Source: an optimization exercise on an open RTL-to-GDS flow (aim: small area, a short achievable clock period and few clock cycles). Production flows keep margins and buffers that such runs may drop. RTL that was checked went through simulation tests only; none was proved equivalent to the original. Power is estimated from default activity; no workload was simulated.

## v6
==> flow/design.v (excerpt) <==
module tmc_decoder (
    input  wire         clk,
    input  wire         rst,
    input  wire         in_valid,
    output wire         in_ready,
    input  wire [1:0]   in_op,        
    input  wire         in_clk,
    input  wire         in_dat,
    input  wire         in_stb,
    input  wire         cfg_clk_present,
    input  wire         cfg_dat_present,
    input  wire         cfg_stb_present,
    input  wire [31:0]  cfg_samplerate,
    input  wire [1:0]   cfg_radix,
    output wire         out_valid,
    input  wire         out_ready,
    output reg  [3:0]   out_kind,
    output reg  [15:0]  out_ss,
    output reg  [15:0]  out_es,
    output reg  [7:0]   out_val,
    output reg  [3:0]   out_nbits,
    output reg  [263:0] out_blist,    
    output reg  [47:0]  out_rate,
    output wire [1:0]   status_err,
    output wire [1:0]   out_radix
);
Settings: LEC_CHECK=0, CAP_MARGIN=20, CORE_MARGIN=2, CORE_UTILIZATION=55, SETUP_SLACK_MARGIN=4.5, SLEW_MARGIN=20; clock period 8.0 ns.
standard.sh (not shown) runs the stock make flow with config.mk's settings and CLKGATE_MAP_FILE= SYNTH_SCRIPT=/design/flow/synth_recipe.tcl, a recipe that flattens the netlist after the stock synthesis.
==> flow/flow/run.sh <==
#!/bin/bash
export BUFFER_PORTS_ARGS="-buffer_cell sky130_fd_sc_hd__buf_1"
export CTS_ARGS="-sink_clustering_enable -repair_clock_nets -dont_use_dummy_load -buf_list {sky130_fd_sc_hd__clkbuf_4 sky130_fd_sc_hd__clkbuf_8}"
bash standard.sh > standard.log 2>&1
Testbench counts of v6, summed over its fixed seeds: cycles 70,566.
> inputs changed (v6 -> v7)
--- a/flow/design.v
+++ b/flow/design.v
@@ -192,58 +192,53 @@
         o_k2   <= |(phn & (H_BYTE | H_ACK));
         o_es0  <= phn[P_FBITS];
         o_s7   <= phn[P_LBIT];
         o_s0   <= phn[P_BYTE];
         o_sr   <= phn[P_RATE];
         o_rate <= phn[P_RATE];
         o_val  <= phn[P_BYTE];
         for (i = 0; i < 8; i = i + 1)
             bmn[i] <= !(phn[P_BYTE] && (n > i));
     end
     always @(posedge clk) begin
-        if (busy) begin
-            dbit <= !dpha ? num[46] : (dcnt[3:0] == 4'd15) ? num[47] : num[14];
-            if (dcnt[3:0] == 4'd15)
-                dpha <= 1'b0;
-            rem  <= dr;
-            dcnt <= dcnt + 6'd1;
-        end else begin
-            rem  <= 16'd0;
-            dcnt <= (num[15:0] == 16'd0) ? 6'd16 : 6'd0;
-            dpha <= (num[15:0] != 16'd0);
-            dbit <= (num[15:0] == 16'd0) ? num[47] : num[15];
-        end
-    end
-    always @(posedge clk) begin
         if (rst || take_reset) begin
             state     <= FIND_START;
             byte_ss   <= 16'd0;
             started   <= 1'b0;
             err       <= 2'd0;
             c_radix   <= 2'd0;
             busy      <= 1'b0;
         end else begin
             if (idle) begin
+                rem      <= 16'd0;
+                dcnt     <= (num[15:0] == 16'd0) ? 6'd16 : 6'd0;
+                dpha     <= (num[15:0] != 16'd0);
+                dbit     <= (num[15:0] == 16'd0) ? num[47] : num[15];
                 has_rate <= !kz;
                 j        <= n_full ? 4'd0 : n;
                 ninth    <= n_full;
                 cur_d    <= in_dat;
             end
             if (!started) begin
                 c_stb  <= cfg_stb_present;
                 c_rate <= cfg_samplerate;
             end
             if (busy) begin
                 num[15:0] <= {num[14:0], dq};
                 if (!dpha)
                     num[47:16] <= num[46:15];
+                dbit <= !dpha ? num[46] : (dcnt[3:0] == 4'd15) ? num[47] : num[14];
+                if (dcnt[3:0] == 4'd15)
+                    dpha <= 1'b0;
+                rem  <= dr;
+                dcnt <= dcnt + 6'd1;
                 if (div_last)
                     busy <= 1'b0;
             end
             if (idle) begin
                 if (take_sample && !started) begin
                     started <= 1'b1;
                     c_radix <= cfg_radix;
                     if (!cfg_clk_present || !cfg_dat_present)
                         err <= 2'd1;
                     else if (cfg_samplerate == 32'd0)
                         err <= 2'd2;
Findings:
Routed length on met3 in v7 is about 20% below v6. Re global-route met1 utilization: v7 and v6 aren't equal, and the lower value belongs to v7. The die of v7 is larger than the one used in v6. Between v7 and v6, it is v7 whose maximum frequency is higher, by 1.2%. Compare v7 and v6 | power drawn by the combinational cells higher: v7. Delta (v7 minus v6): non-clock buffer count shows an increase of 14, number of standard cells in the final layout excluding fillers shows an increase of 64, part of the cycle the worst path needs shows a reduction of 0.54 points, share of power burned in combinational logic shows an increase of 1.2 points. Compared with v6, v7 shows average routed wire per standard cell higher by about 0.8%. Looking at the reports, v7 completed the entire flow and the layout it produced met the timing, DRC and antenna checks. out_ss[2] as the termination of the worst setup path was reported by v6, and out_ss[3] by v7.
For v7, only the layout was checked, not whether the RTL still works.


before:
tmc_decoder, a different RTL version from the one above (not shown whole).
Size: ~1800 cells after synthesis, roughly 370 flip-flops, roughly 410 I/O pins.
clock: 8.0 ns
lec_check: 0
cap_margin: 20
core_margin: 2
core_utilization: 65
setup_slack_margin: 4.5
slew_margin: 20
==> flow/flow/run.sh <==
#!/bin/bash
export BUFFER_PORTS_ARGS="-buffer_cell sky130_fd_sc_hd__buf_1"
export CTS_ARGS="-sink_clustering_enable -repair_clock_nets -dont_use_dummy_load -sink_clustering_size 20 -sink_clustering_max_diameter 80 -buf_list {sky130_fd_sc_hd__clkbuf_8 sky130_fd_sc_hd__clkbuf_16}"
bash standard.sh > standard.log 2>&1
Looking at the reports, before completed the entire flow and the layout it produced met the timing, DRC and antenna checks.
Testbench counts of before, summed over its fixed seeds: cycles 70,746.
Setup changes, before to after
--- a/flow/design.v
+++ b/flow/design.v
@@ -44,13 +44,13 @@
     reg  [1:0]  err;
     reg         c_stb;
     reg  [31:0] c_rate;
     reg  [1:0]  c_radix;
     reg  [10:0] ph;
     reg  [7:0]  bmn;             
-    reg         o_ov, o_sssn, o_essn, o_k0, o_k1, o_k2;
+    reg         o_ov, o_sssn, o_ss8, o_essn, o_k0, o_k1, o_k2;
     reg         o_es0, o_s7, o_s0, o_sr, o_rate, o_val;    
     reg  [3:0]  j;               
     reg         ninth;           
     reg         op_stop;         
     reg         has_rate;        
     reg         cur_d;           
@@ -87,20 +87,22 @@
     wire [15:0] sn1  = sn + 16'd1;
     wire        n_full = n[3];
     wire        kz   = (kc == 16'd0);
     wire [15:0] ss0 = ~ssn[0];
     wire [15:0] ss1 = ~ssn[1];
     wire [15:0] ss7 = ~ssn[7];
+    wire [15:0] ss8 = ~ssn[8];
     integer i;
     always @(*) begin
         out_kind[0] = o_k0 | (ph[P_BYTE] & byte_seen) | (ph[P_ACK] & cur_d);
         out_kind[1] = o_k1;
         out_kind[2] = o_k2;
         out_kind[3] = ph[P_RATE];
         out_ss = ({16{o_sssn}} & sn) |
                  ({16{o_s7}} & ss7) |
+                 ({16{o_ss8}} & ss8) |
                  ({16{o_s0}} & ss0) |
                  ({16{o_sr}} & byte_ss);
         out_es = ({16{o_es0}} & ss1) |
                  ({16{o_essn}} & sn);
         out_val = ({8{o_val}} & value) |
                   {7'd0, (ph[P_LBIT] & ~svn[7]) | (ph[P_FBITS] & ~svn[0])};
@@ -113,14 +115,13 @@
     wire [16:0] drd  = drs - {1'b0, kc};
     wire [15:0] dr   = drd[16] ? drs[15:0] : drd[15:0];
     wire        dq   = ~drd[16];
     wire [47:0] nacc = {num[15:0], num[47:16]} + {16'd0, c_rate};
     wire        mv_take = idle && take_run && (state == FIND_DATA) &&
                           (is_stop ? (variant && n != 4'd0) : clk_rise);
-    wire        rot     = ph[P_PRE] || ph[P_POST] || (ph[P_FBITS] && rec_taken) ||
-                          (ph[P_BYTE] && rec_taken && !op_stop && !variant);
+    wire        rot     = ph[P_PRE] || ph[P_POST] || (ph[P_FBITS] && rec_taken);
     wire        pfa     = ph[P_BYTE] && rec_taken && !op_stop && variant;
     integer q;
     always @(posedge clk) begin
         if (mv_take || rot) begin
             for (q = 0; q < 8; q = q + 1) begin
                 ssn[q] <= ssn[q+1];
@@ -179,18 +180,19 @@
             phn = H_IDLE;
     end
     always @(posedge clk) begin
         ph     <= phn;
         o_ov   <= |(phn & (H_START | H_LBIT | H_FBITS | H_BYTE | H_RATE | H_STOP | H_ACK));
         o_sssn <= |(phn & (H_START | H_STOP));
+        o_ss8  <= phn[P_ACK];
         o_essn <= |(phn & (H_START | H_LBIT | H_BYTE | H_RATE | H_STOP | H_ACK));
         o_k0   <= |(phn & (H_START | H_LBIT | H_FBITS));
         o_k1   <= |(phn & (H_STOP | H_LBIT | H_FBITS | H_ACK));
         o_k2   <= |(phn & (H_BYTE | H_ACK));
         o_es0  <= phn[P_FBITS];
-        o_s7   <= phn[P_LBIT] | phn[P_ACK];
+        o_s7   <= phn[P_LBIT];
         o_s0   <= phn[P_BYTE] | phn[P_FBITS];
         o_sr   <= phn[P_RATE];
         o_rate <= phn[P_RATE];
         o_val  <= phn[P_BYTE];
         for (i = 0; i < 8; i = i + 1)
             bmn[i] <= !(phn[P_BYTE] && (n > i));
Layout inverter count without the clock tree, before and after, higher one = after.
Summary of after over before: sequential share of layout area went down 1.4 points, clock period minus worst slack went up by 0.11 ns.
Total of plain and repair buffers excluding clock buffers in after vs before: up 4.2%
Aggregate global-route resource usage (after over before): increase, 0.95 points
Comparing before and after, the lower hold slack was measured on after.
Taking before as the reference, in after initial antenna violation count fell 6, layout sequential cell count about even, data-path buffer share of cell area in the final layout rose 0.61 points.
Relative to before, detail-routed net length per standard cell has increased by about 3% in after.
The cell area after synthesis of after was inferior to that of before.
Comparing before with after, the fraction of the mapped netlist area in adder cells came out essentially unchanged.
No functional check of the RTL was part of after.


## old
The RTL this note starts from:
==> flow/design.v <==
module tmc_decoder (
    input  wire         clk,
    input  wire         rst,
    input  wire         in_valid,
    output wire         in_ready,
    input  wire [1:0]   in_op,        
    input  wire         in_clk,
    input  wire         in_dat,
    input  wire         in_stb,
    input  wire         cfg_clk_present,
    input  wire         cfg_dat_present,
    input  wire         cfg_stb_present,
    input  wire [31:0]  cfg_samplerate,
    input  wire [1:0]   cfg_radix,
    output wire         out_valid,
    input  wire         out_ready,
    output reg  [3:0]   out_kind,
    output reg  [15:0]  out_ss,
    output reg  [15:0]  out_es,
    output reg  [7:0]   out_val,
    output reg  [3:0]   out_nbits,
    output reg  [263:0] out_blist,    
    output reg  [47:0]  out_rate,
    output wire [1:0]   status_err,
    output wire [1:0]   out_radix
);
    localparam integer DIV_CYC   = 48;               
    localparam [1:0] FIND_START = 2'd0, FIND_DATA = 2'd1, FIND_ACK = 2'd2;
    localparam integer P_IDLE = 0, P_START = 1, P_LBIT = 2, P_PRE  = 3,
                       P_FBITS = 4, P_POST = 5, P_BYTE = 6, P_WAIT = 7,
                       P_RATE  = 8, P_STOP = 9, P_ACK  = 10;
    reg  [1:0]  state;
    reg         variant;         
    reg  [3:0]  n;               
    reg  [7:0]  value;
    reg  [15:0] ssn [0:8];       
    reg         svn [0:8];       
    reg         byte_seen;
    reg  [15:0] byte_ss;
    reg  [15:0] kc;              
    reg  [15:0] sn;
    reg  [2:0]  prev;            
    reg         started;
    reg  [1:0]  err;
    reg         c_stb;
    reg  [31:0] c_rate;
    reg  [1:0]  c_radix;
    reg  [10:0] ph;
    reg  [7:0]  bmn;             
    reg         o_ov, o_sssn, o_ss8, o_essn, o_k0, o_k1, o_k2;
    reg  [3:0]  j;               
    reg         ninth;           
    reg         op_stop;         
    reg         has_rate;        
    reg         cur_d;           
    reg  [47:0] num;             
    reg  [15:0] rem;
    reg  [5:0]  dcnt;
    reg         busy;
    wire idle = ph[P_IDLE];
    assign in_ready   = idle;
    assign out_valid  = o_ov;
    assign status_err = err;
    assign out_radix  = c_radix;
    wire cur_stb  = c_stb & in_stb;
    wire stb_fall = c_stb &  prev[2] & ~cur_stb;
    wire stb_rise = c_stb & ~prev[2] &  cur_stb;
    wire dat_fall =  prev[1] & ~in_dat;
    wire dat_rise = ~prev[1] &  in_dat;
    wire clk_rise = ~prev[0] &  in_clk;
    wire clk_fall =  prev[0] & ~in_clk;
    wire is_start_3w = (state == FIND_START) && stb_fall;
    wire is_start_2w = (state == FIND_START) && !stb_fall && in_clk && dat_fall;
    wire is_start    = is_start_3w || is_start_2w;
    wire is_stop     = (state == FIND_DATA) && (stb_rise || (in_clk && dat_rise));
    wire is_bit      = (state == FIND_DATA) && !is_stop && clk_rise;
    wire is_ack      = (state == FIND_ACK) && clk_fall;
    wire take        = in_valid && idle;
    wire take_reset  = take && (in_op == 2'd1);
    wire take_sample = take && (in_op == 2'd0);
    wire running     = started && (err == 2'd0);
    wire take_run    = take_sample && running;
    wire rec_taken   = out_valid && out_ready;
    wire [15:0] sn1  = sn + 16'd1;
    wire        n_full = n[3];
    wire        kz   = (kc == 16'd0);
    wire [15:0] ss0 = ~ssn[0];
    wire [15:0] ss7 = ~ssn[7];
    wire [15:0] ss8 = ~ssn[8];
    integer i;
    always @(*) begin
        out_kind[0] = o_k0 | (ph[P_BYTE] & byte_seen) | (ph[P_ACK] & cur_d);
        out_kind[1] = o_k1;
        out_kind[2] = o_k2;
        out_kind[3] = ph[P_RATE];
        out_ss = ({16{o_sssn}} & sn) |
                 ({16{ph[P_LBIT]}} & ss7) |
                 ({16{o_ss8}} & ss8) |
                 ({16{ph[P_BYTE]}} & ss0) |
                 ({16{ph[P_RATE]}} & byte_ss);
        out_es = ({16{ph[P_FBITS]}} & ss0) |
                 ({16{o_essn}} & sn);
        out_val = ({8{ph[P_BYTE]}} & value) |
                  {7'd0, (ph[P_LBIT] & ~svn[7]) | (ph[P_FBITS] & ~svn[8])};
        out_nbits = {4{ph[P_BYTE]}} & n;
        out_rate  = {48{ph[P_RATE]}} & num;
        for (i = 0; i < 8; i = i + 1)
            out_blist[33*i +: 33] = ~({33{bmn[i]}} | {ssn[i+1], ssn[i], svn[i]});
    end
    wire        dpha = (dcnt[5:4] == 2'd0);
    wire [16:0] drs  = {rem, dpha ? num[15] : num[47]};
    wire [16:0] drd  = drs - {1'b0, kc};
    wire [15:0] dr   = drd[16] ? drs[15:0] : drd[15:0];
    wire        dq   = ~drd[16];
    wire [47:0] nacc = {num[15:0], num[47:16]} + {16'd0, c_rate};
    reg         do_shift2;       
    reg         do_rot;          
    reg         wr7;             
    reg         wr7v;            
    reg         new_v;
    always @(*) begin
        do_shift2 = 1'b0;
        do_rot    = 1'b0;
        wr7       = 1'b0;
        wr7v      = 1'b0;
        new_v     = in_dat;
        if (idle) begin
            if (take_run && !is_start) begin
                if (is_stop) begin
                    if (variant && n != 4'd0) begin
                        do_rot = 1'b1;
                        wr7    = 1'b1;
                        wr7v   = 1'b1;
                    end
                end else if (is_bit) begin
                    do_rot    = variant;
                    wr7       = variant;
                    wr7v      = variant;
                    do_shift2 = !variant;
                end
            end
        end else begin
            if (ph[P_PRE] | ph[P_POST])
                do_rot = 1'b1;
            if (ph[P_FBITS])
                do_rot = rec_taken;
            if (ph[P_BYTE] && rec_taken && !op_stop && variant) begin
                do_rot = 1'b1;
                wr7v   = 1'b1;
                new_v  = cur_d;
            end
        end
    end
    integer q;
    always @(posedge clk) begin
        if (do_shift2) begin
            for (q = 0; q < 8; q = q + 1) begin
                ssn[q] <= ssn[q+1];
                svn[q] <= svn[q+1];
            end
            ssn[8] <= ~sn1;
            svn[8] <= ~new_v;
        end else if (do_rot) begin
            for (q = 0; q < 7; q = q + 1) begin
                ssn[q] <= ssn[q+1];
                svn[q] <= svn[q+1];
            end
            ssn[7] <= wr7  ? ~sn1   : ssn[8];
            svn[7] <= wr7v ? ~new_v : svn[8];
            ssn[8] <= ssn[0];
            svn[8] <= svn[0];
        end
    end
    localparam [10:0] H_IDLE  = 11'd1 << P_IDLE,  H_START = 11'd1 << P_START,
                      H_LBIT  = 11'd1 << P_LBIT,  H_PRE   = 11'd1 << P_PRE,
                      H_FBITS = 11'd1 << P_FBITS, H_POST  = 11'd1 << P_POST,
                      H_BYTE  = 11'd1 << P_BYTE,  H_WAIT  = 11'd1 << P_WAIT,
                      H_RATE  = 11'd1 << P_RATE,  H_STOP  = 11'd1 << P_STOP,
                      H_ACK   = 11'd1 << P_ACK;
    wire div_last = busy && (dcnt == DIV_CYC - 1);
    reg  [10:0] phn;
    always @(*) begin
        phn = ph;
        if (div_last && ph[P_WAIT])
            phn = H_RATE;
        if (idle && take_run) begin
            if (is_start)
                phn = H_START;
            else if (is_stop)
                phn = (variant && n != 4'd0) ? (n_full ? H_FBITS : H_PRE) :
                      (kz ? H_STOP : H_WAIT);
            else if (is_bit) begin
                if (n_full)
                    phn = variant ? H_FBITS : H_LBIT;
                else if (!variant && n != 4'd0)
                    phn = H_LBIT;
            end else if (is_ack)
                phn = H_ACK;
        end
        if ((ph[P_START] | ph[P_ACK] | ph[P_STOP]) && rec_taken)
            phn = H_IDLE;
        if (ph[P_LBIT] && rec_taken)
            phn = ninth ? H_BYTE : H_IDLE;
        if (ph[P_PRE] && j == 4'd7)
            phn = H_FBITS;
        if (ph[P_FBITS] && rec_taken && j == n - 4'd1)
            phn = n_full ? H_BYTE : H_POST;
        if (ph[P_POST] && j == 4'd7)
            phn = H_BYTE;
        if (ph[P_BYTE] && rec_taken)
            phn = !op_stop ? H_IDLE : !has_rate ? H_STOP :
                  (busy && !div_last) ? H_WAIT : H_RATE;
        if (ph[P_RATE] && rec_taken)
            phn = H_STOP;
        if (rst || take_reset)
            phn = H_IDLE;
    end
    always @(posedge clk) begin
        ph     <= phn;
        o_ov   <= |(phn & (H_START | H_LBIT | H_FBITS | H_BYTE | H_RATE | H_STOP | H_ACK));
        o_sssn <= |(phn & (H_START | H_STOP));
        o_ss8  <= |(phn & (H_FBITS | H_ACK));
        o_essn <= |(phn & (H_START | H_LBIT | H_BYTE | H_RATE | H_STOP | H_ACK));
        o_k0   <= |(phn & (H_START | H_LBIT | H_FBITS));
        o_k1   <= |(phn & (H_STOP | H_LBIT | H_FBITS | H_ACK));
        o_k2   <= |(phn & (H_BYTE | H_ACK));
        for (i = 0; i < 8; i = i + 1)
            bmn[i] <= !(phn[P_BYTE] && (n > i));
    end
    always @(posedge clk) begin
        if (rst || take_reset) begin
            state     <= FIND_START;
            byte_ss   <= 16'd0;
            started   <= 1'b0;
            err       <= 2'd0;
            c_radix   <= 2'd0;
            busy      <= 1'b0;
        end else begin
            if (busy) begin
                num[15:0] <= {num[14:0], dq};
                if (!dpha)
                    num[47:16] <= num[46:15];
                rem  <= dr;
                dcnt <= dcnt + 6'd1;
                if (div_last)
                    busy <= 1'b0;
            end
            if (idle) begin
                if (take_sample && !started) begin
                    started <= 1'b1;
                    c_stb   <= cfg_stb_present;
                    c_rate  <= cfg_samplerate;
                    c_radix <= cfg_radix;
                    if (!cfg_clk_present || !cfg_dat_present)
                        err <= 2'd1;
                    else if (cfg_samplerate == 32'd0)
                        err <= 2'd2;
                    else begin
                        sn   <= 16'd0;
                        prev <= {cfg_stb_present & in_stb, in_dat, in_clk};
                    end
                end else if (take_run) begin
                    sn   <= sn1;
                    prev <= {cur_stb, in_dat, in_clk};
                    if (!is_stop)
                        kc <= is_start ? 16'd0 : kc + 16'd1;
                    if (is_start) begin
                        variant   <= is_start_3w;
                        num       <= 48'd0;
                        byte_seen <= 1'b0;
                        n         <= 4'd0;
                        value     <= 8'd0;
                        state     <= FIND_DATA;
                    end else if (is_stop) begin
                        op_stop  <= 1'b1;
                        has_rate <= !kz;
                        rem      <= 16'd0;
                        dcnt     <= (num[15:0] == 16'd0) ? 6'd16 : 6'd0;
                        busy     <= !kz;
                        j        <= n_full ? 4'd0 : n;
                    end else if (is_bit) begin
                        num <= {nacc[31:0], nacc[47:32]};
                        if (n_full) begin
                            if (variant)
                                byte_ss <= sn1;      
                            cur_d   <= in_dat;
                            ninth   <= 1'b1;
                            op_stop <= 1'b0;
                            j       <= 4'd0;
                        end else begin
                            if (n == 4'd0)
                                byte_ss <= sn1;
                            n     <= n + 4'd1;
                            value <= {in_dat, value[7:1]};
                            ninth <= 1'b0;
                        end
                    end else if (is_ack) begin
                        cur_d <= in_dat;
                        state <= FIND_DATA;
                    end
                end
            end
            if (ph[P_STOP] && rec_taken) begin
                n     <= 4'd0;
                value <= 8'd0;
                state <= FIND_START;
            end
            if (ph[P_PRE]) begin
                j <= j + 4'd1;
                if (j == 4'd7)
                    j <= 4'd0;
            end
            if (ph[P_FBITS] && rec_taken) begin
                j <= j + 4'd1;
                if (j == n - 4'd1)
                    j <= n;
            end
            if (ph[P_POST])
                j <= j + 4'd1;
            if (ph[P_BYTE] && rec_taken) begin
                byte_seen <= 1'b1;
                n         <= 4'd0;
                value     <= 8'd0;
                if (!op_stop && variant) begin
                    n       <= 4'd1;
                    value   <= {cur_d, 7'd0};
                end else if (!op_stop) begin
                    state <= FIND_ACK;
                end
            end
        end
    end
endmodule
clock: 8.0 ns
lec_check: 0
cap_margin: 20
core_margin: 2
core_utilization: 40
setup_slack_margin: 4.5
slew_margin: 20
==> flow/flow/run.sh <==
#!/bin/bash
export BUFFER_PORTS_ARGS="-buffer_cell sky130_fd_sc_hd__buf_1"
bash standard.sh > standard.log 2>&1
Here is what was changed in the inputs of new compared with old.
--- a/flow/design.v
+++ b/flow/design.v
@@ -47,6 +47,6 @@
     reg  [1:0]  c_radix;
     reg  [10:0] ph;
-    reg  [7:0]  bmn;             
-    reg         o_ov, o_sssn, o_ss8, o_essn, o_k0, o_k1, o_k2;
+    reg  [7:0]  bm;              
+    reg         o_ov, o_sssn, o_ss8, o_ssb, o_essn, o_k0, o_k1, o_k2;
     reg  [3:0]  j;               
     reg         ninth;           
@@ -97,6 +97,5 @@
                  ({16{ph[P_LBIT]}} & ss7) |
                  ({16{o_ss8}} & ss8) |
-                 ({16{ph[P_BYTE]}} & ss0) |
-                 ({16{ph[P_RATE]}} & byte_ss);
+                 ({16{o_ssb}} & byte_ss);
         out_es = ({16{ph[P_FBITS]}} & ss0) |
                  ({16{o_essn}} & sn);
@@ -106,5 +105,6 @@
         out_rate  = {48{ph[P_RATE]}} & num;
         for (i = 0; i < 8; i = i + 1)
-            out_blist[33*i +: 33] = ~({33{bmn[i]}} | {ssn[i+1], ssn[i], svn[i]});
+            out_blist[33*i +: 33] = {33{bm[i]}} &
+                                    ~{ssn[i+1], ssn[i], svn[i]};
     end
     wire        dpha = (dcnt[5:4] == 2'd0);
@@ -117,5 +117,5 @@
     reg         do_rot;          
     reg         wr7;             
-    reg         wr7v;            
+    reg  [15:0] new_ss;
     reg         new_v;
     always @(*) begin
@@ -123,5 +123,5 @@
         do_rot    = 1'b0;
         wr7       = 1'b0;
-        wr7v      = 1'b0;
+        new_ss    = sn1;
         new_v     = in_dat;
         if (idle) begin
@@ -131,10 +131,8 @@
                         do_rot = 1'b1;
                         wr7    = 1'b1;
-                        wr7v   = 1'b1;
                     end
                 end else if (is_bit) begin
                     do_rot    = variant;
                     wr7       = variant;
-                    wr7v      = variant;
                     do_shift2 = !variant;
                 end
@@ -147,5 +145,6 @@
             if (ph[P_BYTE] && rec_taken && !op_stop && variant) begin
                 do_rot = 1'b1;
-                wr7v   = 1'b1;
+                wr7    = 1'b1;
+                new_ss = sn;
                 new_v  = cur_d;
             end
@@ -159,5 +158,5 @@
                 svn[q] <= svn[q+1];
             end
-            ssn[8] <= ~sn1;
+            ssn[8] <= ~new_ss;
             svn[8] <= ~new_v;
         end else if (do_rot) begin
@@ -166,6 +165,6 @@
                 svn[q] <= svn[q+1];
             end
-            ssn[7] <= wr7  ? ~sn1   : ssn[8];
-            svn[7] <= wr7v ? ~new_v : svn[8];
+            ssn[7] <= wr7 ? ~new_ss : ssn[8];
+            svn[7] <= wr7 ? ~new_v  : svn[8];
             ssn[8] <= ssn[0];
             svn[8] <= svn[0];
@@ -221,4 +220,5 @@
         o_sssn <= |(phn & (H_START | H_STOP));
         o_ss8  <= |(phn & (H_FBITS | H_ACK));
+        o_ssb  <= |(phn & (H_BYTE | H_RATE));
         o_essn <= |(phn & (H_START | H_LBIT | H_BYTE | H_RATE | H_STOP | H_ACK));
         o_k0   <= |(phn & (H_START | H_LBIT | H_FBITS));
@@ -226,5 +226,5 @@
         o_k2   <= |(phn & (H_BYTE | H_ACK));
         for (i = 0; i < 8; i = i + 1)
-            bmn[i] <= !(phn[P_BYTE] && (n > i));
+            bm[i] <= phn[P_BYTE] && (n > i);
     end
     always @(posedge clk) begin
@@ -282,6 +282,4 @@
                         num <= {nacc[31:0], nacc[47:32]};
                         if (n_full) begin
-                            if (variant)
-                                byte_ss <= sn1;      
                             cur_d   <= in_dat;
                             ninth   <= 1'b1;
@@ -323,4 +321,5 @@
                 value     <= 8'd0;
                 if (!op_stop && variant) begin
+                    byte_ss <= sn;
                     n       <= 4'd1;
                     value   <= {cur_d, 7'd0};
[summary]
- Area added between synthesis and finish in new vs old: down 5.1 points
- new: final period demand of the worst path is 72 ps lower than what old reported.
- Compared with old, layout buffer count excluding clock buffers in new decreased by more than 10%.
- Post-detailed-routing wire length | new below old
- Side by side, combinational group power turned out lower in new than in old.
No run of this note included a check of the RTL's function; only the layout flow was run.

==> static timing again, ports no longer ideal <==
In the flow no input, the clock included, has a driving cell. The finished layouts below were timed again as built, in two steps. Step 1 sets driving cells, clkbuf_16 on the clock port and buf_2 on the other inputs (assumed; they add their load-dependent delay and slew). Step 2 adds t to the input delays and takes it off the output delays; t is the mean of the earliest and latest rising clock arrival at the registers after step 1. Input paths then give back, and output paths get back, about the clock's delay inside the block. Slacks: ideal ports / drivers / drivers and shift; pairs: ideal ports / drivers.
| run | t (ns) | slack for setup (ns) | latest minus earliest clock arrival (ns) | pins driven straight from the clock port |
|---|---|---|---|---|
| v6 | 0.683 | 4.481 / 4.429 / 3.857 | 0.064 / 0.064 | 1 |
| v7 | 0.690 | 4.524 / 4.465 / 3.959 | 0.035 / 0.036 | 1 |
| before | 0.577 | 4.548 / 4.499 / 3.972 | 0.015 / 0.016 | 1 |
| after | 0.571 | 4.438 / 4.387 / 4.031 | 0.028 / 0.027 | 1 |
| old | 0.634 | 4.328 / 4.299 / 3.665 | 0.034 / 0.034 | 1 |
| new | 0.623 | 4.399 / 4.399 / 3.940 | 0.041 / 0.040 | 1 |
After both steps setup and hold are still met in every run listed. The setup slack of old, which loses most, moves by -0.029 ns with the drivers and by -0.663 ns with both steps.
